This is an optimization exercise on Yosys and OpenROAD, whose aim is small area, a short achievable clock period and few clock cycles, not a production implementation.
The RTL was checked by simulation tests, not by an equivalence proof against the original design.

== run 1 ==
## ww_dec
module ww_dec #(
    parameter N = 26                   
) (
    input  wire        clk,
    input  wire        rst,
    input  wire        in_valid,
    input  wire [7:0]  in_data,
    output wire        in_ready,
    output wire        out_valid,
    input  wire        out_ready,
    output wire [1:0]  out_kind,
    output wire        out_end,
    output wire [31:0] out_data
);
    localparam [2:0] S_TAG  = 3'd0,    
                     S_ASC  = 3'd1,    
                     S_UTF  = 3'd2,    
                     S_RAW  = 3'd3,    
                     S_INTP = 3'd4,    
                     S_PAY  = 3'd5;    
    reg  [N-1:0] buf_q;
    reg  [4:0]   nb;
    reg  [2:0]   state;
    reg  [1:0]   pc;               
    reg          ov;
    reg  [1:0]   okind;
    reg          oend;
    reg  [7:0]   obyte;
    reg  [31:0]  count;            
    reg          fresh;            
    assign out_valid = ov;
    assign out_kind  = okind;
    assign out_end   = oend;
    assign out_data  = oend ? count : {24'd0, obyte};
    assign in_ready = (nb <= N - 8);
    wire take = in_valid && in_ready;
    wire go   = !ov || out_ready;
    wire [13:0] ge;
    genvar g;
    generate for (g = 0; g < 14; g = g + 1) begin : g_ge
        assign ge[g] = (nb >= g);
    end endgenerate
    wire [12:0] w = buf_q[N-1 -: 13];
    wire a_l5, a_l6, a_l7, a_l10, a_l11, a_term;
    wire [7:0] a_base;
    ww_asc_rom u_asc (.a(w[12:2]), .base(a_base), .term(a_term), .l5(a_l5), .l6(a_l6),
                      .l7(a_l7), .l10(a_l10), .l11(a_l11));
    wire f_l6, f_l7, f_l8, f_l9, f_l10, f_l11, f_term;
    wire [7:0] f_base;
    ww_fbc_rom u_fbc (.a(w[12:2]), .base(f_base), .term(f_term), .l6(f_l6), .l7(f_l7),
  ...
Settings: LEC_CHECK=0, ABC_AREA=1, CAP_MARGIN=20, CORE_MARGIN=2, CORE_UTILIZATION=50, SETUP_SLACK_MARGIN=2.55, SLEW_MARGIN=20, SYNTH_MEMORY_MAX_BITS=16384; clock period 6.0 ns.
run.sh (not shown) runs the stock make flow with config.mk's settings and CLKGATE_MAP_FILE= SYNTH_SCRIPT=/design/flow/synth_recipe.tcl, a recipe that flattens the netlist after the stock synthesis.
Run 1 finished every stage and its layout cleared the timing, DRC and antenna checks.
Testbench counts of run 1, summed over its fixed seeds: cycles 7,393.
For run 2, these inputs were changed with respect to run 1:
# run 1
export LEC_CHECK = 0
export ABC_AREA = 1
export CAP_MARGIN = 20
export CORE_MARGIN = 2
export CORE_UTILIZATION = 50
export SETUP_SLACK_MARGIN = 2.55
export SLEW_MARGIN = 20
export SYNTH_MEMORY_MAX_BITS = 16384
create_clock -name core_clock -period 6.0 [get_ports {clk}]
# run 2
export LEC_CHECK = 0
export ABC_AREA = 1
export CAP_MARGIN = 20
export CORE_MARGIN = 2
export CORE_UTILIZATION = 50
export SETUP_SLACK_MARGIN = 2.45
export SLEW_MARGIN = 20
export SYNTH_MEMORY_MAX_BITS = 16384
create_clock -name core_clock -period 6.0 [get_ports {clk}]
### Flow results
Looking at wire length, run 2 sits about 0.9% below run 1. As far as total congestion overflow after global routing goes, run 1 and run 2 are indistinguishable; the numbers are identical. On post-route fraction of the period consumed by the critical path: between run 1 and run 2, it ends up lower for run 1.
Relative to run 2, the following input files were edited for run 3:
# run 2
export LEC_CHECK = 0
export ABC_AREA = 1
export CAP_MARGIN = 20
export CORE_MARGIN = 2
export CORE_UTILIZATION = 50
export SETUP_SLACK_MARGIN = 2.45
export SLEW_MARGIN = 20
export SYNTH_MEMORY_MAX_BITS = 16384
create_clock -name core_clock -period 6.0 [get_ports {clk}]
# run 3
export LEC_CHECK = 0
export ABC_AREA = 1
export CAP_MARGIN = 20
export CORE_MARGIN = 2
export CORE_UTILIZATION = 45
export SETUP_SLACK_MARGIN = 2.55
export SLEW_MARGIN = 20
export SYNTH_MEMORY_MAX_BITS = 16384
create_clock -name core_clock -period 6.0 [get_ports {clk}]
--- outcome ---
Run 3 did not stop at any stage, and its layout met the timing, DRC and antenna checks.
Per the comparison of run 3 with run 2, critical path depth saw a decrease; multi-input gate count did not really move.
Compared with run 2, in run 3 final worst-path cycle share saw a decrease, post-CTS repair timing setup buffer count -3.
Edits applied to the flow inputs when going from run 3 to run 4:
# run 3
export LEC_CHECK = 0
export ABC_AREA = 1
export CAP_MARGIN = 20
export CORE_MARGIN = 2
export CORE_UTILIZATION = 45
export SETUP_SLACK_MARGIN = 2.55
export SLEW_MARGIN = 20
export SYNTH_MEMORY_MAX_BITS = 16384
create_clock -name core_clock -period 6.0 [get_ports {clk}]
# run 4
export LEC_CHECK = 0
export ABC_AREA = 1
export CAP_MARGIN = 20
export CORE_MARGIN = 2
export CORE_UTILIZATION = 60
export SETUP_SLACK_MARGIN = 2.4
export SLEW_MARGIN = 20
export SYNTH_MEMORY_MAX_BITS = 16384
create_clock -name core_clock -period 6.0 [get_ports {clk}]
--- outcome ---
- The global-route met3 utilization of run 3 and that of run 4 are within noise of each other.
- Count of clock-buffer cells in the layout is higher on run 3
- | clock skew | run 3 vs run 4 | ≈ equal |
- Taking run 3 as the reference point, the maximum frequency of run 4 falls by 11 MHz.
The inputs of run 5 differ from those of run 4 as listed below.
# run 4
export LEC_CHECK = 0
export ABC_AREA = 1
export CAP_MARGIN = 20
export CORE_MARGIN = 2
export CORE_UTILIZATION = 60
export SETUP_SLACK_MARGIN = 2.4
export SLEW_MARGIN = 20
export SYNTH_MEMORY_MAX_BITS = 16384
create_clock -name core_clock -period 6.0 [get_ports {clk}]
# run 5
export LEC_CHECK = 0
export ABC_AREA = 1
export CAP_MARGIN = 20
export CORE_MARGIN = 2
export CORE_UTILIZATION = 60
export SETUP_SLACK_MARGIN = 2.5
export SLEW_MARGIN = 20
export SYNTH_MEMORY_MAX_BITS = 16384
create_clock -name core_clock -period 6.0 [get_ports {clk}]
--- outcome ---
From run 4 to run 5 the numbers moved as follows: number of global-route vias before repair picked up an extra 61; utilization after layout saw an increase; worst path setup slack after routing saw an increase; non-clock buffer share of cell area up 0.76 points.

==> what the ideal ports hide <==
How much do the figures lean on ideal ports? The routed layouts below were timed once more, with nothing changed but the port constraints.
Step 1 (the two cells are an assumption about what drives the block):
set clk [get_ports {clk}]
set_driving_cell -lib_cell sky130_fd_sc_hd__clkbuf_16 $clk
set_driving_cell -lib_cell sky130_fd_sc_hd__buf_2 [delete_from_list [all_inputs] $clk]
Step 2, shift: input delay + t, output delay - t, t = (earliest + latest rising clock arrival at the registers) / 2. This alone moves slack from input paths to output paths.
a / b / c = no drivers / after step 1 / after step 2; a / b = the first two.
run	t (ns)	setup slack, ns	hold WS [ns]	cell pins on the clock port's net
run 1	0.401	2.633 / 2.633 / 2.344	0.516 / 0.516 / 0.516	1
run 2	0.406	2.559 / 2.559 / 2.208	0.536 / 0.536 / 0.536	1
run 3	0.392	2.604 / 2.604 / 2.347	0.523 / 0.523 / 0.523	1
run 4	0.402	2.468 / 2.487 / 2.085	0.535 / 0.535 / 0.535	1
run 5	0.402	2.567 / 2.587 / 2.185	0.533 / 0.533 / 0.533	1
After both steps every run listed still meets setup and hold. The setup slack of run 4, which loses most, moves by +0.019 ns with the drivers and by -0.383 ns with both steps.
